This is an optimization exercise on Yosys and OpenROAD, whose aim is small area and a short achievable clock period, not a production implementation.
Only simulation tests tie the RTL to the original design; equivalence was not proved.
Power and IR drop assume default switching activity.

**flow/run.sh**
```bash
#!/bin/bash
set -euo pipefail
bash standard.sh SETUP_SLACK_MARGIN=5.7 "BUFFER_PORTS_ARGS=-buffer_cell sky130_fd_sc_hd__buf_1" "CTS_ARGS=-sink_clustering_enable -repair_clock_nets -sink_clustering_size 22 -sink_clustering_max_diameter 100 -buf_list sky130_fd_sc_hd__clkbuf_16 -dont_use_dummy_load" finish > flow_make.log 2>&1
```
**standard.sh**
```bash
#!/bin/bash
# synth_recipe.tcl (not shown) runs the flow's synth.tcl, then flattens the netlist and writes it again
# the make line also repeats each setting of config.mk as NAME=value (left out here)
make -C /OpenROAD-flow-scripts/flow DESIGN_CONFIG=/design/flow/config.mk WORK_HOME=/design/flow/orfs CLKGATE_MAP_FILE= SYNTH_SCRIPT=/design/flow/synth_recipe.tcl "${@:-finish}"
```
**config.mk**
```make
export PLATFORM = sky130hd
export DESIGN_NAME = juletre
export DESIGN_NICKNAME = juletre
export VERILOG_FILES = /design/flow/design.v
export SDC_FILE = /design/flow/constraint.sdc
export NUM_CORES = 4
export LEC_CHECK = 0
export CAP_MARGIN = 20
export CORE_MARGIN = 2
export CORE_UTILIZATION = 58
export PLACE_DENSITY = 0.7
export SLEW_MARGIN = 20
```
**constraint.sdc**
```tcl
create_clock -name core_clock -period 10.0 [get_ports {clk}]
set_input_delay 2.0000 -clock core_clock [delete_from_list [all_inputs] [get_ports {clk}]]
set_output_delay 2.0000 -clock core_clock [all_outputs]
set_load 0.01 [all_outputs]
```
**design.v**
```verilog
module juletre_encode (
    input  wire [7:0]  b,
    input  wire        polarity,
    output wire [31:0] word
);
    reg [31:0] pre;
    integer i;
    always @* begin
        for (i = 0; i < 8; i = i + 1)
            pre[4*i +: 4] = b[i] ? 4'hE : 4'h8;
    end
    wire [31:0] swapped = {pre[15:0], pre[31:16]};
    assign word = polarity ? ~swapped : swapped;
endmodule
module juletre_sfd (
    input  wire       clk,
    input  wire       rst,
    input  wire       rx_valid,
    input  wire [7:0] rx_data,
    input  wire       sig_take,
    input  wire [3:0] pkt_rd_addr,
    output reg  [7:0] pkt_rd_data,
    output reg        pkt_rd_ok,
    output reg        new_data,
    output wire       evt_commit,
    output wire       evt_crc_fail,
    output wire       evt_rx_overrun
);
    reg [7:0] ring [0:31];
    reg [5:0] count;
    reg [4:0] hd;         
    reg [4:0] widx;       
    reg [7:0] sxor;       
    reg [7:0] pxor;       
    reg [2:0] hidx;       
    reg       chk;        
    reg       pay;        
    reg [5:0] len;        
    reg [7:0] want;       
    reg [4:0] k;          
    reg       k_pop;      
    reg       k_last;     
    reg       enough;     
    reg       crc_bad;    
    reg [7:0] pkt [0:15];
    reg       pkt_all;    
    wire       full       = count[5];
    wire       empty      = (count == 6'd0);
    wire       push       = rx_valid && !full;
    wire [7:0] new_slot   = sxor ^ rx_data;
    wire [7:0] head_slot  = ring[hd];
    wire [7:0] head_byte  = head_slot ^ pxor;
    wire       hdr        = !chk && !pay;
    wire       hdr_pop    = hdr && !empty;
    wire       chk_pass   = chk && enough && !crc_bad;
    wire       step       = pay || chk_pass;
    wire       pop        = hdr_pop || (step && k_pop);
    wire       pkt_we     = step && !k[4];
    wire [7:0] pkt_wdata  = k_pop ? head_byte : 8'h00;
    wire [3:0] pkt_shift  = (pay && !k[4]) ? k[3:0] : 4'd0;
    wire [3:0] pkt_slot   = pkt_rd_addr - pkt_shift;
    assign evt_rx_overrun = rx_valid && full;
    assign evt_commit     = k_last;
    assign evt_crc_fail   = crc_bad;
    reg [7:0] magic;
    always @* begin
        case (hidx[1:0])
            2'd0: magic = 8'h55;   
            2'd1: magic = 8'h41;   
            2'd2: magic = 8'h52;   
            default: magic = 8'h54;   
        endcase
    end
    wire       enter_chk = hdr_pop && (hidx == 3'd6);
    wire [4:0] hd_lo     = hd - len[4:0];
    wire       c_gt      = (count > len);
    wire       c_eq      = (count == len);
    wire       c_eqm1    = (count + 6'd1 == len);
    wire [7:0] win_slot  = ring[widx];
    wire       wait_due  = chk && !enough && push && c_eqm1;
    wire       enough_n  = wait_due || (enter_chk && (c_gt || (push && c_eq)));
    wire       crc_bad_n = (wait_due && (new_slot != want)) ||
                           (enter_chk && c_gt && (win_slot != pxor)) ||
                           (enter_chk && push && c_eq && (new_slot != pxor));
    wire [5:0] total_m2  = (len > 6'd16) ? len - 6'd2 : 6'd14;
    integer i;
    always @(posedge clk) begin
        if (push) begin
            ring[0] <= new_slot;
            for (i = 1; i < 32; i = i + 1)
                ring[i] <= ring[i - 1];
        end
        if (pkt_we) begin
            pkt[15] <= pkt_wdata;
            for (i = 0; i < 15; i = i + 1)
                pkt[i] <= pkt[i + 1];
        end
        pkt_rd_data <= pkt[pkt_slot];
    end
    always @(posedge clk) begin
        if (rst) begin
            count    <= 6'd0;
            hd       <= 5'd31;
            widx     <= 5'd31;
            sxor     <= 8'h00;
            pxor     <= 8'h00;
            hidx     <= 3'd0;
            chk      <= 1'b0;
            pay      <= 1'b0;
            k        <= 5'd0;
            k_pop    <= 1'b0;
            k_last   <= 1'b0;
            enough   <= 1'b0;
            crc_bad  <= 1'b0;
            pkt_all  <= 1'b0;
            pkt_rd_ok <= 1'b0;
            new_data <= 1'b0;
        end else begin
            if (push)
                sxor <= new_slot;
            if (pop)
                pxor <= head_slot;
            if (push && !pop) begin
                count <= count + 6'd1;
                hd    <= hd + 5'd1;
            end else if (pop && !push) begin
                count <= count - 6'd1;
                hd    <= hd - 5'd1;
            end
            if (hdr_pop && hidx == 3'd5)
                widx <= hd_lo + {4'd0, push} - 5'd1;
            else if (push && !pop)
                widx <= widx + 5'd1;
            else if (pop && !push)
                widx <= widx - 5'd1;
            enough  <= enough_n;
            crc_bad <= crc_bad_n;
            if (hdr_pop) begin
                case (hidx)
                    3'd4: begin
                        len  <= (head_byte > 8'd32) ? 6'd63 : head_byte[5:0];
                        hidx <= 3'd5;
                    end
                    3'd5: begin
                        if (head_byte != 8'h00)
                            len <= 6'd63;
                        hidx <= 3'd6;
                    end
                    3'd6: begin
                        want  <= pxor;
                        chk   <= 1'b1;
                        hidx  <= 3'd0;
                        k_pop <= (len != 6'd0);
                    end
                    default: begin
                        if (head_byte == magic)
                            hidx <= hidx + 3'd1;
                        else
                            hidx <= 3'd0;   
                    end
                endcase
            end else if (chk) begin
                if (crc_bad) begin
                    chk <= 1'b0;
                end else if (enough) begin
                    chk    <= 1'b0;
                    pay    <= 1'b1;
                    k      <= 5'd1;
                    k_pop  <= (len > 6'd1);
                    k_last <= 1'b0;
                end
            end else if (pay) begin
                if (k_last) begin
                    pay    <= 1'b0;
                    k      <= 5'd0;
                    k_last <= 1'b0;
                end else begin
                    k      <= k + 5'd1;
                    k_pop  <= ({1'b0, k} + 6'd1 < len);
                    k_last <= ({1'b0, k} == total_m2);
                end
            end
            if (pkt_we && k[3:0] == 4'd15)
                pkt_all <= 1'b1;
            pkt_rd_ok <= pkt_all || (pay && {1'b0, pkt_rd_addr} < k);
            new_data  <= k_last || (new_data && !sig_take);
        end
    end
endmodule
module juletre_bse (
    input  wire        clk,
    input  wire        rst,
    input  wire [23:0] cfg_chan_map,
    input  wire        cfg_polarity,
    input  wire [7:0]  cfg_reset_delay_us,
    input  wire        pix_we,
    input  wire [4:0]  pix_addr,
    input  wire [7:0]  pix_wdata,
    input  wire        enc_start,
    input  wire [7:0]  enc_byte,
    output wire [31:0] enc_word,
    input  wire [5:0]  fb_rd_addr,
    output wire [31:0] fb_rd_data,
    output reg         fb_rd_ok,
    input  wire        tx_start,
    output reg         tx_out,
    output reg         tx_busy,
    output reg         enc_ready,
    output reg         enc_busy,
    output wire [1:0]  enc_status
);
    reg       polarity;
    reg [5:0] ids;         
    reg [5:0] fb_len;      
    reg [191:0] pixv;
    reg [7:0] fbb [1:24];
    reg [5:0] enc_pos;
    reg [2:0] a_px;        
    reg [1:0] a_ch;        
    reg [1:0] a_id;        
    reg       st_done;
    reg       fb_done;     
    reg [7:0] rd_b;        
    reg       rd_s;
    reg [11:0] tx_nxt;     
    assign enc_status = {1'b0, st_done};
    function [3:0] rwords(input [7:0] d);
        begin
            if (d == 8'd0)        rwords = 4'd0;
            else if (d <= 8'd20)  rwords = 4'd1;
            else if (d <= 8'd40)  rwords = 4'd2;
            else if (d <= 8'd60)  rwords = 4'd3;
            else if (d <= 8'd80)  rwords = 4'd4;
            else if (d <= 8'd100) rwords = 4'd5;
            else if (d <= 8'd120) rwords = 4'd6;
            else if (d <= 8'd140) rwords = 4'd7;
            else if (d <= 8'd160) rwords = 4'd8;
            else if (d <= 8'd180) rwords = 4'd9;
            else if (d <= 8'd200) rwords = 4'd10;
            else if (d <= 8'd220) rwords = 4'd11;
            else if (d <= 8'd240) rwords = 4'd12;
            else                  rwords = 4'd13;
        end
    endfunction
    juletre_encode u_enc_byte (.b(enc_byte), .polarity(polarity), .word(enc_word));
    wire [23:0] prow = pixv[24*a_px +: 24];
    reg  [7:0]  a_val;
    always @* begin
        case (a_id)
            2'd1: a_val = prow[7:0];
            2'd2: a_val = prow[15:8];
            2'd3: a_val = prow[23:16];
            default: a_val = 8'h00;   
        endcase
    end
    wire a_last = (enc_pos + 6'd1 == fb_len);
    wire       rd_data = (fb_rd_addr >= 6'd1) && (fb_rd_addr <= 6'd24);
    wire [7:0] rd_byte = rd_data ? fbb[fb_rd_addr] : 8'h00;
    genvar g;
    generate
        for (g = 0; g < 8; g = g + 1) begin : g_rd
            assign fb_rd_data[4*g+3] = rd_s;
            assign fb_rd_data[4*g+2] = rd_b[(g + 4) % 8];
            assign fb_rd_data[4*g+1] = rd_b[(g + 4) % 8];
            assign fb_rd_data[4*g]   = polarity;
        end
    endgenerate
    wire [5:0] tx_w    = tx_nxt[11:6];
    wire [4:0] tx_s    = tx_nxt[5:1];
    wire       tx_end  = (tx_w == fb_len) && (tx_nxt[5:0] == 6'd0);
    wire       tx_data = (tx_w >= 6'd1) && (tx_w <= 6'd24);
    wire [7:0] tx_byte = (enc_busy && enc_pos == tx_w) ? a_val : fbb[tx_w];
    reg        tx_bit;
    always @* begin
        case (tx_s[1:0])
            2'd0: tx_bit = 1'b1;
            2'd3: tx_bit = 1'b0;
            default: tx_bit = tx_byte[~tx_s[4:2]];
        endcase
    end
    reg  [23:0] pix_ld;
    wire [7:0]  pix_d = pix_wdata & {8{~rst}};
    integer j;
    always @* begin
        for (j = 0; j < 24; j = j + 1)
            pix_ld[j] = rst || (pix_we && pix_addr[4:2] == j / 3 && pix_addr[1:0] == j % 3);
    end
    integer i;
    always @(posedge clk) begin
        for (i = 0; i < 24; i = i + 1)
            if (pix_ld[i])
                pixv[8*i +: 8] <= pix_d;
        for (i = 1; i <= 24; i = i + 1)
            if (enc_busy && enc_pos == i)
                fbb[i] <= a_val;
    end
    always @(posedge clk) begin
        if (rst) begin
            polarity  <= cfg_polarity;
            ids       <= {cfg_chan_map[17:16], cfg_chan_map[9:8], cfg_chan_map[1:0]};
            fb_len    <= 6'd25 + rwords(cfg_reset_delay_us);
            enc_ready <= (cfg_chan_map[7:2] == 6'd0) && (cfg_chan_map[15:10] == 6'd0) &&
                         (cfg_chan_map[23:18] == 6'd0);
            enc_busy  <= 1'b0;
            enc_pos   <= 6'd0;
            a_px      <= 3'd0;
            a_ch      <= 2'd0;
            a_id      <= 2'd0;
            st_done   <= 1'b0;
            fb_done   <= 1'b0;
            fb_rd_ok  <= 1'b0;
            rd_b      <= 8'h00;
            rd_s      <= 1'b0;
            tx_busy   <= 1'b0;
            tx_nxt    <= 12'd1;
            tx_out    <= cfg_polarity;
        end else begin
            if (enc_busy) begin
                if (a_last) begin
                    enc_busy <= 1'b0;
                    enc_pos  <= 6'd0;
                    st_done  <= 1'b1;
                    fb_done  <= 1'b1;
                end else begin
                    enc_pos <= enc_pos + 6'd1;
                end
                if (enc_pos != 6'd0) begin
                    if (a_ch == 2'd2) begin
                        a_ch <= 2'd0;
                        a_px <= a_px + 3'd1;
                        a_id <= ids[1:0];
                    end else begin
                        a_ch <= a_ch + 2'd1;
                        a_id <= (a_ch == 2'd0) ? ids[3:2] : ids[5:4];
                    end
                end
            end else if (enc_start && enc_ready) begin
                enc_busy <= 1'b1;
                enc_pos  <= 6'd0;
                st_done  <= 1'b0;
                a_px     <= 3'd0;
                a_ch     <= 2'd0;
                a_id     <= ids[1:0];
            end
            fb_rd_ok <= fb_done ? (fb_rd_addr < fb_len) : (enc_busy && fb_rd_addr < enc_pos);
            rd_b     <= rd_byte ^ {8{polarity}};
            rd_s     <= rd_data ^ polarity;
            if (tx_busy) begin
                if (tx_end) begin
                    tx_busy <= 1'b0;
                    tx_nxt  <= 12'd1;
                end else begin
                    tx_nxt  <= tx_nxt + 12'd1;
                end
            end else if (tx_start && st_done) begin
                tx_busy <= 1'b1;
            end
            tx_out <= (tx_busy && !tx_end) ? (polarity ^ (tx_data && tx_bit)) : polarity;
        end
    end
endmodule
module juletre (
    input  wire        clk,
    input  wire        rst,
    input  wire [23:0] cfg_chan_map,
    input  wire        cfg_polarity,
    input  wire [7:0]  cfg_reset_delay_us,
    input  wire        rx_valid,
    input  wire [7:0]  rx_data,
    input  wire        sig_take,
    input  wire [3:0]  pkt_rd_addr,
    output wire [7:0]  pkt_rd_data,
    output wire        pkt_rd_ok,
    output wire        new_data,
    output wire        evt_commit,
    output wire        evt_crc_fail,
    output wire        evt_rx_overrun,
    input  wire        pix_we,
    input  wire [4:0]  pix_addr,
    input  wire [7:0]  pix_wdata,
    input  wire        enc_start,
    input  wire [7:0]  enc_byte,
    output wire [31:0] enc_word,
    input  wire [5:0]  fb_rd_addr,
    output wire [31:0] fb_rd_data,
    output wire        fb_rd_ok,
    input  wire        tx_start,
    output wire        tx_out,
    output wire        tx_busy,
    output wire        enc_ready,
    output wire        enc_busy,
    output wire [1:0]  enc_status
);
    juletre_sfd u_sfd (
        .clk(clk), .rst(rst),
        .rx_valid(rx_valid), .rx_data(rx_data), .sig_take(sig_take),
        .pkt_rd_addr(pkt_rd_addr), .pkt_rd_data(pkt_rd_data), .pkt_rd_ok(pkt_rd_ok),
        .new_data(new_data), .evt_commit(evt_commit), .evt_crc_fail(evt_crc_fail),
        .evt_rx_overrun(evt_rx_overrun)
    );
    juletre_bse u_bse (
        .clk(clk), .rst(rst),
        .cfg_chan_map(cfg_chan_map), .cfg_polarity(cfg_polarity),
        .cfg_reset_delay_us(cfg_reset_delay_us),
        .pix_we(pix_we), .pix_addr(pix_addr), .pix_wdata(pix_wdata),
        .enc_start(enc_start), .enc_byte(enc_byte), .enc_word(enc_word),
        .fb_rd_addr(fb_rd_addr), .fb_rd_data(fb_rd_data), .fb_rd_ok(fb_rd_ok),
        .tx_start(tx_start), .tx_out(tx_out), .tx_busy(tx_busy),
        .enc_ready(enc_ready), .enc_busy(enc_busy), .enc_status(enc_status)
    );
endmodule
```
==> results.sh, run 1 <==
export IMPL_synthesis_nets=3406
export IMPL_maxSlewViolCount=0
export IMPL_p_clk_frac=0.201
export IMPL_critPathRequiredTime_ns=8.00
export IMPL_max_cap_viol_count=0
export IMPL_power_frac_comb=0.301
export IMPL_slew_headroom=0.152
export IMPL_fill_cells=5363
export IMPL_fin_crit_ns=4.48
export IMPL_rsz0062_at_grt="true"
export IMPL_endpoint="enc_word[21]"
export IMPL_worstMarginPinSlew_ns=1.25
export IMPL_antenna_found_initial=5
export IMPL_dr_pass1_iters=8
export IMPL_dieArea_um2=75000
export IMPL_drive_gt1_frac=0.114
export IMPL_via_count=31800
export IMPL_ys_seq_area_frac=0.612
export IMPL_top_level_ports=163
export IMPL_hold_viol=0
export IMPL_ant_nets=0
export IMPL_synth_cell_types=107
export IMPL_ys_seq_elements=893
export IMPL_grt_pass1_wl_um=207000
export IMPL_hold_class="reg -> reg"
export IMPL_start_util=0.588
export IMPL_clkLatencyLatePin_ns=0.64
export IMPL_die_x_um=274
export IMPL_yosysWarnings=14
export IMPL_core_area_um2=71900
export IMPL_synthFlopType="edfxtp_1"
export IMPL_wl_um=146000
export IMPL_syn_area_per_cell_um2=13.0
export IMPL_drt_iter0_markers=5368
export IMPL_portBuffers=161
export IMPL_cts_root_buf="clkbuf_16"
export IMPL_die_y_um=274
export IMPL_crit_type="in -> out"
export IMPL_synth_edf_count=796
export IMPL_start_kind="primary input"
export IMPL_max_freq_mhz=223
export IMPL_ff2ff_path_depth=10
export IMPL_arrival_ns=2.48
export IMPL_htree_levels=2
export IMPL_nets=3498
export IMPL_synthCells=3258
export IMPL_grt_max_degree=183
export IMPL_ys_async_sr_fraction=0
export IMPL_place_area_um2=43900
export IMPL_setup_tns_ns=0
export IMPL_clock_path_buffers=3
export IMPL_pwr_density_cell_nw_per_um2=216
export IMPL_grt_pass1_vias=29900
export IMPL_setup_viol=0
export IMPL_fin_worst_skew_ns=0.0887
export IMPL_status="timing/DRC/antenna clean"
export IMPL_r2r_slack_ns=5.68
export IMPL_grt_overflow_total=0
export IMPL_layout_worst_path_cycle_share=0.448
export IMPL_vias_per_cell=7.40
export IMPL_multi_input_comb_area_um2=15400
export IMPL_power_switching_mw=3.45
export IMPL_cts_tree="yes"
export IMPL_regArea_um2=25900
export IMPL_final_cell_mix="edfxtp_1 (796), a22oi_1 (208), nand2_1 (203)"
export IMPL_crit_fanout=2
export IMPL_path_clk_slew_ns=0.09
export IMPL_ir_worst_vdd_uv=185
export IMPL_crit_path_end_kind="output pin"
export IMPL_r2r_start="u_sfd.hd[3]"
export IMPL_areaGrowthSynthToFinish_pct=7.57
export IMPL_place_congestion=1.05
export IMPL_r2r_end="u_sfd.len[4]"
export IMPL_avgRoutedWirePerCell_um=34.0
export IMPL_drt_drc_violations_left=0
export IMPL_gr_usage_all_layers=0.381
export IMPL_clock_sinks=893
export IMPL_total_leakage_power_nw=15.1
export IMPL_internal_power_mw=6.38
export IMPL_num_rows=98
export IMPL_layout_commonest_cell="edfxtp_1"
export IMPL_swShare=0.351
export IMPL_syn_area_um2=42300
export IMPL_cts_made_buffers=47
export IMPL_design_area_um2=45500
export IMPL_power_frac_seq=0.498
export IMPL_cp_startpoint="enc_byte[1]"
export IMPL_dpl_hpwl_um=97000
state kept, by name, summed over array words and instances, names as in the netlist, 8 cells and up:
name and cells:
u_bse.fbb 192, u_bse.pixv 192, u_bse.rd_b 8, u_bse.tx_nxt 12
u_sfd.pkt 128, u_sfd.pkt_rd_data 8, u_sfd.pxor 8, u_sfd.ring 256
u_sfd.sxor 8, u_sfd.want 8
power by group through the flow:
stage / logic [mW] / clock network, mW / registers [mW]
3_3_place_gp: 2.68 / 0 / 4.94
3_5_place_dp: 2.72 / 0 / 4.95
5_1_grt: 3.07 / 2.12 / 4.91
2_1_floorplan: 1.92 / 0 / 4.75
4_1_cts: 2.75 / 1.99 / 4.87
6_report: 2.96 / 1.98 / 4.89
worst min-delay path by stage:
stage                     cells past startpoint               to        startpoint
after floorplan                               0    u_sfd.want[1]     u_sfd.pxor[1]
after global placement                        0  u_sfd.pkt[8][7]   u_sfd.pkt[9][7]
after detailed placement                      0  u_sfd.pkt[0][3]   u_sfd.pkt[1][3]
after CTS                                     0  u_sfd.pkt[4][2]   u_sfd.pkt[5][2]
after global routing                          0  u_sfd.pkt[9][1]  u_sfd.pkt[10][1]
final                                         0  u_sfd.pkt[4][2]   u_sfd.pkt[5][2]
per-layer routing:
layer / vias up / track usage / wire length (um)
met2: 2610 / 0.546 / 62400
met5: - / 0 / 67
li1: 12900 / - / -
met1: 15700 / 0.537 / 55600
met3: 552 / 0.124 / 20700
met4: 8 / 0.157 / 7440
Yosys cell counts, drive strengths merged, types with 18 or more instances:
| cell | number | area share |
|---|---|---|
| o22ai | 26 | 0.0038 |
| mux2 | 45 | 0.012 |
| clkbuf | 108 | 0.0096 |
| nand2 | 204 | 0.018 |
| mux2i | 95 | 0.023 |
| a22o | 50 | 0.010 |
| a221oi | 26 | 0.0060 |
| a32oi | 28 | 0.0058 |
| dfxtp | 97 | 0.046 |
| xor2 | 57 | 0.012 |
| o211ai | 18 | 0.0032 |
| edfxtp | 796 | 0.57 |
| nor2 | 187 | 0.017 |
| nor2b | 54 | 0.0084 |
| a222oi | 20 | 0.0047 |
| and3 | 36 | 0.0053 |
| nand3b | 19 | 0.0034 |
| and2 | 29 | 0.0044 |
| inv | 60 | 0.0053 |
| nand3 | 94 | 0.011 |
| nor3 | 55 | 0.0065 |
| nand4 | 65 | 0.0096 |
| a2111oi | 18 | 0.0047 |
| a22oi | 208 | 0.037 |
| a31oi | 28 | 0.0041 |
| a21oi | 112 | 0.013 |
| buf | 119 | 0.019 |
| xnor2 | 67 | 0.014 |
| or3 | 18 | 0.0028 |
| ha | 66 | 0.020 |
| nand2b | 37 | 0.0055 |
| mux4 | 40 | 0.021 |
| o21ai | 103 | 0.012 |
| nor4 | 41 | 0.0062 |
kinds of logic (layout without fill, tap and decap cells):
group	Yosys count	count (layout)	synth area share
xor+xnor	126	126	0.0271
flops	893	893	0.612
compound gates	772	772	0.134
fa+ha+maj	70	70	0.0212
mux	180	180	0.0561
simple gates	925	925	0.116
buf+inv	291	381	0.0347
other cells	1	4	0.0000887
critical path, cell delays in order:
cell    delay [ns]
buf_1         0.09
xor2_1        0.21
buf_2         0.18
layout make-up:
type,instances,share of cell area
repair buffers,270,0.0335
diodes,3,0.000165
clock buffers,47,0.0259
inverters,64,0.00567
well taps,950,0.0262
flip-flops and latches,893,0.569
multi-input cells,2074,0.340
through the flow:
stage	hold slack [ns]	setup WS, ns	utilization	total power [mW]	std cells
final	0.460	5.52	0.633	9.83	4301
after CTS	0.459	5.53	0.629	9.61	4288
after global routing	0.465	5.47	0.632	10.1	4298
after detailed placement	0.434	4.98	0.611	7.67	4239
after floorplan	0.406	5.57	-	6.68	3258
after global placement	0.433	5.11	0.610	7.62	4239
what timing repair did:
item | 4_1_cts | 5_1_grt
pin swaps | 0 | 7
gates resized for setup | 40 | 31
setup buffers | 2 | 10
hold buffers | 0 | 0
setup endpoints to repair | 37 | 42
gates cloned | 0 | 0
==> run 2, diff against run 1 <==
==> flow/run.sh (replaced) <==
#!/bin/bash
set -euo pipefail
bash standard.sh SETUP_SLACK_MARGIN=5.7 "BUFFER_PORTS_ARGS=-buffer_cell sky130_fd_sc_hd__buf_1" "CTS_ARGS=-sink_clustering_enable -repair_clock_nets -sink_clustering_size 18 -sink_clustering_max_diameter 80 -buf_list sky130_fd_sc_hd__clkbuf_16 -dont_use_dummy_load" finish > flow_make.log 2>&1
==> results.sh, run 2 <==
export IMPL_gr_usage_all_layers=0.378
export IMPL_ys_top_cells_by_area="edfxtp_1 (57%), dfxtp_1 (4.6%), a22oi_1 (3.7%), mux2i_1 (2.2%), mux4_2 (2.1%)"
export IMPL_dpl_hpwl_um=97000
export IMPL_status="timing/DRC/antenna clean"
export IMPL_synthesis_nets=3406
export IMPL_largestRegisters="u_sfd.ring x256, u_bse.fbb x192, u_bse.pixv x192"
export IMPL_drive_gt1_frac=0.113
export IMPL_clock_sinks=893
export IMPL_synthCells=3258
export IMPL_layout_commonest_cell="edfxtp_1"
export IMPL_nets=3501
export IMPL_holdCritStartpoint="u_sfd.pkt[10][1]"
export IMPL_dieArea_um2=75000
export IMPL_fill_cells=5359
export IMPL_arrival_ns=2.47
export IMPL_ctsHoldBuffers=0
export IMPL_path_clk_slew_ns=0.07
export IMPL_ys_seq_area_frac=0.612
export IMPL_max_cap_viol_count=0
export IMPL_slowest_delay_ns=0.20
export IMPL_vias_per_cell=7.39
export IMPL_dp_cells=4239
export IMPL_max_freq_mhz=224
export IMPL_netlist_top_cells_count="edfxtp_1 (796), a22oi_1 (208), nand2_1 (204)"
export IMPL_clock_path_buffers=3
export IMPL_crit_path_end_kind="output pin"
export IMPL_cts_made_buffers=57
export IMPL_drt_iter0_markers=5418
export IMPL_rsz0062_at_grt="true"
export IMPL_critPathTopFamily="buffers and inverters"
export IMPL_hold_viol=0
export IMPL_areaGrowthSynthToFinish_pct=7.94
export IMPL_maxSlewViolCount=0
export IMPL_grt_overflow_total=0
export IMPL_core_area_um2=71900
export IMPL_htree_levels=2
export IMPL_power_mw=10.0
export IMPL_worstMarginPinSlew_ns=1.18
export IMPL_crit_type="in -> out"
export IMPL_worstHoldEndpoint="u_sfd.pkt[9][1]"
export IMPL_r2r_start="u_sfd.hd[3]"
export IMPL_total_leakage_power_nw=15.2
export IMPL_avgRoutedWirePerCell_um=33.7
export IMPL_place_congestion=1.05
export IMPL_slowest_stage="xor2_1"
export IMPL_yosysWarnings=14
export IMPL_synthFlopType="edfxtp_1"
export IMPL_drt_drc_violations_left=0
export IMPL_start_kind="primary input"
export IMPL_portBuffers=161
export IMPL_crit_fanout=2
export IMPL_die_x_um=274
export IMPL_via_count=31800
export IMPL_largest_register_ffs=256
export IMPL_wl_um=145000
export IMPL_yosysTopAreaCellShare=0.566
export IMPL_ff2ff_path_depth=10
export IMPL_clkLatencyLatePin_ns=0.66
export IMPL_slew_headroom=0.210
export IMPL_cts_tree="yes"
export IMPL_fin_crit_ns=4.47
export IMPL_grt_max_degree=183
export IMPL_yosys_area_top_type="edfxtp_1"
export IMPL_setup_tns_ns=0
export IMPL_dr_pass1_iters=9
export IMPL_utilization=0.635
export IMPL_yosysMostFrequentCell="edfxtp_1"
export IMPL_regMostFlops="u_sfd.ring"
export IMPL_path_cells="buf_1 > xor2_1 > buf_2"
export IMPL_start_util=0.588
export IMPL_setup_viol=0
export IMPL_r2r_end="u_sfd.len[0]"
export IMPL_syn_area_per_cell_um2=13.0
export IMPL_critPathRequiredTime_ns=8.00
export IMPL_syn_area_um2=42300
export IMPL_num_rows=98
export IMPL_grt_pass1_vias=30000
export IMPL_layout_worst_path_cycle_share=0.447
export IMPL_instances_no_fill=4305
export IMPL_antenna_found_initial=3
export IMPL_final_cell_mix="edfxtp_1 (796), a22oi_1 (208), nand2_1 (204)"
export IMPL_hold_depth=0
export IMPL_top_level_ports=163
export IMPL_grt_pass1_wl_um=206000
export IMPL_ys_async_sr_fraction=0
export IMPL_ir_worst_vdd_uv=171
export IMPL_crit_buf_inv=2
export IMPL_die_y_um=274
export IMPL_cts_root_buf="clkbuf_16"
export IMPL_synth_cell_types=107
export IMPL_ant_nets=0
export IMPL_pwr_density_cell_nw_per_um2=220
export IMPL_r2r_slack_ns=5.71
export IMPL_hold_class="reg -> reg"
export IMPL_ys_seq_elements=893
export IMPL_synth_edf_count=796
export IMPL_fin_worst_skew_ns=0.0452
-- run 2: how the worst max path moves through the flow --
| stage | slack [ns] | startpoint | to | cells after the start |
|---|---|---|---|---|
| after floorplan | 5.57 | enc_byte[7] | enc_word[14] | 2 |
| after global routing | 5.47 | enc_byte[3] | enc_word[30] | 3 |
| after global placement | 5.11 | pkt_rd_addr[0] | u_sfd.pkt_rd_data[2] | 10 |
| final | 5.53 | enc_byte[1] | enc_word[21] | 3 |
| after detailed placement | 4.98 | pkt_rd_addr[0] | u_sfd.pkt_rd_data[2] | 10 |
| after CTS | 5.53 | enc_byte[3] | enc_word[29] | 3 |
-- run 2: cell type report --
class | instances | area, um2 | area share
clock buffer | 57 | 1430 | 0.0313
inverter | 64 | 254 | 0.00557
tap | 950 | 1190 | 0.0261
sequential | 893 | 25900 | 0.567
antenna | 4 | 10.0 | 0.000219
multi-input combinational | 2074 | 15400 | 0.337
timing repair buffer | 263 | 1480 | 0.0323
-- run 2: layer usage --
layer,track usage,vias to the layer above,share of wire
met5,0,-,0.000090
met4,0.156,2,0.052
met3,0.130,571,0.14
met2,0.541,2612,0.42
met1,0.530,15700,0.38
li1,-,12900,-
-- run 2: logic make-up after synthesis --
family	Yosys count	synth area share
muxes	180	0.0561
and+or+nand+nor	925	0.116
xor gates and xnor gates	126	0.0271
DFF	893	0.612
adders and majority gates	70	0.0212
other	1	0.0000887
buffers and inverters	291	0.0347
AOI/OAI and AO/OA	772	0.134
-- run 2: what timing repair did --
action,in CTS,in global routing
pin swaps,0,2
setup buffers,1,4
endpoints found under the setup margin,34,42
gates resized for setup,32,28
-- run 2: power breakdown --
part | leakage, nW | switching [mW] | internal (mW)
Sequential | 8.30 | 0.376 | 4.52
Clock | 0.702 | 1.18 | 1.00
Combinational | 6.18 | 1.92 | 1.02
Total | 15.2 | 3.48 | 6.54
-- run 2: per-stage QoR --
| step | hold WS, ns | cell area, um2 | setup slack [ns] |
|---|---|---|---|
| floorplan | 0.406 | 42400 | 5.57 |
| global placement | 0.433 | 43900 | 5.11 |
| detailed placement | 0.434 | 43900 | 4.98 |
| CTS | 0.451 | 45400 | 5.53 |
| global route | 0.458 | 45600 | 5.47 |
| finish | 0.458 | 45600 | 5.53 |
==> run 3, diff against run 2 <==
==> flow/run.sh (replaced) <==
#!/bin/bash
set -euo pipefail
bash standard.sh SETUP_SLACK_MARGIN=6.0 "BUFFER_PORTS_ARGS=-buffer_cell sky130_fd_sc_hd__buf_2" "CTS_ARGS=-sink_clustering_enable -repair_clock_nets -sink_clustering_size 26 -sink_clustering_max_diameter 100 -buf_list sky130_fd_sc_hd__clkbuf_16 -dont_use_dummy_load" finish > flow_make.log 2>&1
--- a/config.mk
+++ b/config.mk
@@ -6,7 +6,7 @@
 export NUM_CORES = 4
 export LEC_CHECK = 0
-export CAP_MARGIN = 20
+export CAP_MARGIN = 10
 export CORE_MARGIN = 2
-export CORE_UTILIZATION = 58
-export PLACE_DENSITY = 0.7
-export SLEW_MARGIN = 20
+export CORE_UTILIZATION = 62
+export PLACE_DENSITY = 0.72
+export SLEW_MARGIN = 10
==> results.sh, run 3 <==
export IMPL_vias_per_cell=7.55
export IMPL_cts_made_buffers=42
export IMPL_critPathRequiredTime_ns=8.00
export IMPL_synth_edf_count=796
export IMPL_multi_input_comb_area_um2=15700
export IMPL_grt_pass1_wl_um=209000
export IMPL_grt_overflow_total=0
export IMPL_power_mw=9.86
export IMPL_cts_tree="yes"
export IMPL_top_level_ports=163
export IMPL_drt_drc_violations_left=0
export IMPL_ys_top_cells_by_area="edfxtp_1 (57%), dfxtp_1 (4.6%), a22oi_1 (3.7%), mux2i_1 (2.2%), mux4_2 (2.1%)"
export IMPL_slew_headroom=0.0747
export IMPL_grt_busiest_layer="met2"
export IMPL_clock_sinks=893
export IMPL_areaGrowthSynthToFinish_pct=8.80
export IMPL_place_congestion=1.06
export IMPL_synthCells=3258
export IMPL_holdCritStartpoint="u_sfd.pkt[8][1]"
export IMPL_place_area_um2=44200
export IMPL_whs_ns=0.459
export IMPL_gr_usage_all_layers=0.407
export IMPL_power_switching_mw=3.48
export IMPL_fin_worst_skew_ns=0.0673
export IMPL_regMostFlops="u_sfd.ring"
export IMPL_netlist_top_cells_count="edfxtp_1 (796), a22oi_1 (208), nand2_1 (204)"
export IMPL_dpl_hpwl_um=96300
export IMPL_ys_seq_elements=893
export IMPL_grt_max_degree=186
export IMPL_ant_nets=0
export IMPL_dieArea_um2=70300
export IMPL_swShare=0.353
export IMPL_regArea_um2=25900
export IMPL_wl_um=146000
export IMPL_syn_area_per_cell_um2=13.0
export IMPL_ir_worst_vdd_uv=216
export IMPL_layout_commonest_cell="edfxtp_1"
export IMPL_drt_iter0_markers=6184
export IMPL_design_area_um2=46000
export IMPL_grt_util_met1=0.571
export IMPL_via_count=32000
export IMPL_worstMarginPinSlew_ns=1.38
export IMPL_utilization=0.683
export IMPL_hold_depth=0
export IMPL_hold_viol=0
export IMPL_worstHoldEndpoint="u_sfd.pkt[7][1]"
export IMPL_synthesis_nets=3406
export IMPL_crit_path_end_kind="output pin"
export IMPL_crit_type="in -> out"
export IMPL_grt_pass1_vias=30400
export IMPL_r2r_end="u_sfd.crc_bad"
export IMPL_synthFlopType="edfxtp_1"
export IMPL_portBuffers=161
export IMPL_rsz0062_at_grt="true"
export IMPL_met3_usage=0.132
export IMPL_die_x_um=265
export IMPL_path_clk_slew_ns=0.09
export IMPL_setup_tns_ns=0
export IMPL_start_util=0.628
export IMPL_slowest_delay_ns=0.17
export IMPL_maxSlewViolCount=0
export IMPL_yosysWarnings=14
export IMPL_power_frac_comb=0.316
export IMPL_yosysTopAreaCellShare=0.566
export IMPL_r2r_start="u_sfd.widx[3]"
export IMPL_setup_viol=0
export IMPL_grt_use_met2=0.595
export IMPL_internal_power_mw=6.38
export IMPL_synth_cell_types=107
export IMPL_avgRoutedWirePerCell_um=34.4
export IMPL_fill_cells=4564
export IMPL_ys_async_sr_fraction=0
export IMPL_fin_crit_ns=4.42
export IMPL_max_freq_mhz=226
export IMPL_p_clk_frac=0.190
export IMPL_total_leakage_power_nw=15.7
export IMPL_crit_fanout=2
export IMPL_arrival_ns=2.42
export IMPL_status="timing/DRC/antenna clean"
export IMPL_final_cell_mix="edfxtp_1 (796), a22oi_1 (208), nand2_1 (202)"
export IMPL_largestRegisters="u_sfd.ring x256, u_bse.fbb x192, u_bse.pixv x192"
export IMPL_cts_root_buf="clkbuf_16"
export IMPL_antenna_found_initial=1
export IMPL_layout_worst_path_cycle_share=0.442
export IMPL_r2r_slack_ns=5.94
export IMPL_ctsHoldBuffers=0
export IMPL_syn_area_um2=42300
export IMPL_start_kind="primary input"
export IMPL_clock_path_buffers=3
export IMPL_dr_pass1_iters=9
export IMPL_hold_class="reg -> reg"
export IMPL_die_y_um=265
export IMPL_path_cells="buf_6 > xor2_2 > buf_2"
export IMPL_largest_register_ffs=256
export IMPL_power_frac_seq=0.494
export IMPL_clkLatencyLatePin_ns=0.64
export IMPL_yosys_area_top_type="edfxtp_1"
export IMPL_nets=3517
export IMPL_max_cap_viol_count=0
export IMPL_num_rows=95
export IMPL_ys_seq_area_frac=0.612
export IMPL_pwr_density_cell_nw_per_um2=214
export IMPL_yosysMostFrequentCell="edfxtp_1"
export IMPL_drive_gt1_frac=0.168
export IMPL_htree_levels=2
export IMPL_slowest_stage="buf_2"
export IMPL_ff2ff_path_depth=11
export IMPL_core_area_um2=67300
-- run 3: layout make-up --
class,count,share of cell area
tap,873,0.0238
multi-input combinational,2074,0.341
clock buffer,42,0.0229
sequential,893,0.562
timing repair buffer,294,0.0440
antenna,1,0.0000544
inverter,64,0.00569
-- run 3: power by group through the flow --
stage | Combinational, mW | Clock (mW) | Sequential (mW)
5_1_grt | 3.24 | 1.98 | 4.89
6_report | 3.12 | 1.87 | 4.87
2_1_floorplan | 1.94 | 0 | 4.75
3_3_place_gp | 2.74 | 0 | 4.90
3_5_place_dp | 2.78 | 0 | 4.92
4_1_cts | 2.88 | 1.88 | 4.84
-- run 3: worst max path at each step --
stage / start / to / cells past startpoint
6_report: enc_byte[5] / enc_word[5] / 3
5_1_grt: enc_byte[5] / enc_word[5] / 3
2_1_floorplan: enc_byte[7] / enc_word[14] / 2
3_5_place_dp: fb_rd_addr[0] / u_bse.rd_b[5] / 8
4_1_cts: enc_byte[7] / enc_word[13] / 3
3_3_place_gp: fb_rd_addr[0] / u_bse.rd_b[5] / 8
-- run 3: per-stage QoR --
step,setup slack [ns],instances
detailed placement,5.25,4171
floorplan,5.57,3258
global route,5.58,4240
CTS,5.59,4219
finish,5.58,4241
global placement,5.33,4171
-- run 3: metal layers --
metal / share of wire / wire length, um / up-vias
met5: 0.000082 / 12 / -
met2: 0.43 / 62700 / 2881
met1: 0.37 / 54100 / 15600
met4: 0.048 / 7060 / 2
li1: - / - / 13000
met3: 0.15 / 21900 / 533
-- run 3: critical path: cells and delay by family --
kind	cells	cell delay (ns)
XOR/XNOR	1	0.16
buffers and inverters	2	0.27
-- run 3: timing repair --
item | in CTS | in global routing
buffers inserted | 6 | 19
hold endpoints to repair | 0 | 0
pin swaps | 5 | 10
gates resized for setup | 52 | 41
endpoints found under the setup margin | 42 | 140
gates cloned | 0 | 2
-- run 3: logic make-up after synthesis --
family | count (synthesis) | share of synthesized area
AND/OR/NAND/NOR | 925 | 0.116
adder cells (fa/ha/maj) | 70 | 0.0212
other | 1 | 0.0000887
buffers and inverters | 291 | 0.0347
XOR/XNOR | 126 | 0.0271
AO/OA/AOI/OAI | 772 | 0.134
flip-flops | 893 | 0.612
multiplexers | 180 | 0.0561
==> run 4, diff against run 3 <==
==> flow/run.sh (replaced) <==
#!/bin/bash
set -euo pipefail
bash standard.sh SETUP_SLACK_MARGIN=5.8 "BUFFER_PORTS_ARGS=-buffer_cell sky130_fd_sc_hd__buf_2" "CTS_ARGS=-sink_clustering_enable -repair_clock_nets -sink_clustering_size 26 -sink_clustering_max_diameter 100 -buf_list sky130_fd_sc_hd__clkbuf_16 -dont_use_dummy_load" finish > flow_make.log 2>&1
==> results.sh, run 4 <==
export IMPL_slowest_delay_ns=0.17
export IMPL_max_freq_mhz=227
export IMPL_antenna_found_initial=6
export IMPL_p_clk_frac=0.192
export IMPL_internal_power_mw=6.35
export IMPL_ys_seq_area_frac=0.612
export IMPL_cts_made_buffers=42
export IMPL_htree_levels=2
export IMPL_top_level_ports=163
export IMPL_via_count=31800
export IMPL_cts_tree="yes"
export IMPL_fill_cells=4691
export IMPL_ys_async_sr_fraction=0
export IMPL_ant_nets=0
export IMPL_dieArea_um2=70300
export IMPL_portBuffers=161
export IMPL_cp_startpoint="enc_byte[0]"
export IMPL_drt_drc_violations_left=0
export IMPL_layout_worst_path_cycle_share=0.441
export IMPL_pwr_density_cell_nw_per_um2=215
export IMPL_path_cells="buf_6 > xor2_2 > buf_2"
export IMPL_whs_ns=0.443
export IMPL_setup_ws_ns=5.59
export IMPL_die_x_um=265
export IMPL_status="timing/DRC/antenna clean"
export IMPL_r2r_slack_ns=5.68
export IMPL_ir_worst_vdd_uv=187
export IMPL_ff2ff_path_depth=10
export IMPL_power_frac_comb=0.311
export IMPL_core_area_um2=67300
export IMPL_cts_root_buf="clkbuf_16"
export IMPL_grt_max_degree=97
export IMPL_clock_sinks=893
export IMPL_avgRoutedWirePerCell_um=33.8
export IMPL_setup_tns_ns=0
export IMPL_hold_class="reg -> reg"
export IMPL_arrival_ns=2.41
export IMPL_endpoint="enc_word[17]"
export IMPL_ctsHoldBuffers=0
export IMPL_crit_type="in -> out"
export IMPL_areaGrowthSynthToFinish_pct=8.02
export IMPL_start_kind="primary input"
export IMPL_r2r_end="u_bse.tx_out"
export IMPL_crit_cells=3
export IMPL_num_rows=95
export IMPL_die_y_um=265
export IMPL_synth_cell_types=107
export IMPL_ys_seq_elements=893
export IMPL_utilization=0.678
export IMPL_dr_pass1_iters=8
export IMPL_synth_edf_count=796
export IMPL_final_cell_mix="edfxtp_1 (796), a22oi_1 (208), nand2_1 (203)"
export IMPL_setup_viol=0
export IMPL_nets=3511
export IMPL_largestRegisters="u_sfd.ring x256, u_bse.fbb x192, u_bse.pixv x192"
export IMPL_gr_usage_all_layers=0.395
export IMPL_dp_cells=4167
export IMPL_regMostFlops="u_sfd.ring"
export IMPL_instances_no_fill=4235
export IMPL_syn_area_um2=42300
export IMPL_grt_overflow_total=0
export IMPL_ys_top_cells_by_area="edfxtp_1 (57%), dfxtp_1 (4.6%), a22oi_1 (3.7%), mux2i_1 (2.2%), mux4_2 (2.1%)"
export IMPL_wl_um=143000
export IMPL_clock_path_buffers=3
export IMPL_hold_viol=0
export IMPL_pre_cts_slack_ns=4.67
export IMPL_grt_pass1_wl_um=204000
export IMPL_rsz0062_at_grt="true"
export IMPL_power_mw=9.81
export IMPL_fin_worst_skew_ns=0.0469
export IMPL_place_area_um2=44000
export IMPL_yosysWarnings=14
export IMPL_power_switching_mw=3.46
export IMPL_crit_path_end_kind="output pin"
export IMPL_synthCells=3258
export IMPL_yosys_area_top_type="edfxtp_1"
export IMPL_slew_headroom=0.0713
export IMPL_grt_pass1_vias=29800
export IMPL_fin_crit_ns=4.41
export IMPL_drt_iter0_markers=5267
export IMPL_max_cap_viol_count=0
export IMPL_drive_gt1_frac=0.159
export IMPL_yosysTopAreaCellShare=0.566
export IMPL_synthesis_nets=3406
export IMPL_largest_register_ffs=256
export IMPL_start_util=0.628
export IMPL_crit_buf_inv=2
export IMPL_clkLatencyLatePin_ns=0.63
export IMPL_total_leakage_power_nw=15.6
export IMPL_netlist_top_cells_count="edfxtp_1 (796), a22oi_1 (208), nand2_1 (204)"
export IMPL_place_congestion=1.07
export IMPL_r2r_start="u_bse.tx_nxt[8]"
export IMPL_swShare=0.353
export IMPL_dpl_hpwl_um=95400
export IMPL_syn_area_per_cell_um2=13.0
export IMPL_power_frac_seq=0.498
export IMPL_crit_fanout=2
export IMPL_critPathTopFamily="buffers and inverters"
export IMPL_critPathRequiredTime_ns=8.00
export IMPL_design_area_um2=45600
export IMPL_synthFlopType="edfxtp_1"
export IMPL_layout_commonest_cell="edfxtp_1"
export IMPL_worstMarginPinSlew_ns=1.39
export IMPL_yosysMostFrequentCell="edfxtp_1"
export IMPL_slowest_stage="buf_2"
export IMPL_maxSlewViolCount=0
export IMPL_path_clk_slew_ns=0.09
export IMPL_vias_per_cell=7.51
-- run 4: layer usage --
metal | global-route usage | wire length (um) | vias to the layer above
li1 | - | - | 13000
met1 | 0.549 | 53000 | 15500
met2 | 0.584 | 62100 | 2775
met3 | 0.127 | 21000 | 537
met4 | 0.152 | 6910 | 10
met5 | 0.0111 | 168 | -
-- run 4: worst min-delay path by stage --
| stage | start | endpoint | depth (start not counted) |
|---|---|---|---|
| final | u_sfd.ring[4][1] | u_sfd.ring[5][1] | 0 |
| after global routing | u_sfd.ring[29][1] | u_sfd.ring[30][1] | 0 |
| after CTS | u_sfd.ring[4][1] | u_sfd.ring[5][1] | 0 |
| after detailed placement | u_sfd.pkt[2][1] | u_sfd.pkt[1][1] | 0 |
| after global placement | u_sfd.pkt[7][7] | u_sfd.pkt[6][7] | 0 |
| after floorplan | u_sfd.pxor[1] | u_sfd.want[1] | 0 |
-- run 4: cells by family (layout without fill, tap and decap cells) --
logic type,after synthesis,count (layout),synth area share
simple gates,925,926,0.116
flops,893,893,0.612
compound gates,772,772,0.134
buf+inv,291,393,0.0347
mux,180,180,0.0561
xor+xnor,126,126,0.0271
fa+ha+maj,70,70,0.0212
other cells,1,2,0.0000887
-- run 4: layout make-up --
| cell class | count | area [um2] | share of cell area |
|---|---|---|---|
| Antenna cell | 1 | 2.50 | 0.0000548 |
| Tap cell | 873 | 1090 | 0.0239 |
| Multi-Input combinational cell | 2075 | 15500 | 0.340 |
| Clock buffer | 42 | 1050 | 0.0230 |
| Inverter | 64 | 255 | 0.00559 |
| Timing Repair Buffer | 287 | 1870 | 0.0410 |
| Sequential cell | 893 | 25900 | 0.567 |
-- run 4: worst register-to-register path: cells and delay by family, from the launching register on --
kind	cells	cell delay [ns]
simple gates	6	2.48
flops	1	0.32
buf+inv	1	0.51
compound gates	3	0.95
-- run 4: power by group through the flow --
stage | Clock [mW] | Sequential [mW] | Combinational [mW]
after global placement | 0 | 4.92 | 2.69
after floorplan | 0 | 4.75 | 1.93
after CTS | 1.88 | 4.86 | 2.78
final | 1.88 | 4.88 | 3.05
after detailed placement | 0 | 4.94 | 2.73
after global routing | 1.99 | 4.90 | 3.14
-- run 4: timing repair --
item                       CTS  global route
setup endpoints to repair  117           123
setup buffers                1            23
pin swaps                    0            12
cloned                       0             1
gates resized for setup     36            33

## port drivers added, routing unchanged
In the flow no input, the clock included, has a driving cell. The finished layouts below were timed again as built, in two steps. Step 1 assumes that a clkbuf_16 drives the clock port and a buf_2 every other input. Step 2 adds t to the input delays and takes it off the output delays; t is the mean of the earliest and latest rising clock arrival at the registers after step 1. Input paths then give back, and output paths get back, about the clock's delay inside the block. a / b / c = ideal ports / drivers / drivers and shift; a / b = the first two.
| run | t (ns) | setup slack, ns | slew at the worst register clock pin (ns) | pins driven straight from the clock port |
|---|---|---|---|---|
| run 1 | 0.662 | 5.515 / 5.486 / 5.147 | 0.10 / 0.10 | 1 |
| run 2 | 0.702 | 5.531 / 5.503 / 4.995 | 0.09 / 0.09 | 1 |
| run 3 | 0.674 | 5.577 / 5.532 / 5.387 | 0.12 / 0.12 | 1 |
| run 4 | 0.670 | 5.590 / 5.553 / 5.192 | 0.11 / 0.11 | 1 |
After both steps every run listed still meets setup and hold. For run 2, which loses most, drivers alone change the setup slack by -0.028 ns; drivers and shift together by -0.536 ns.
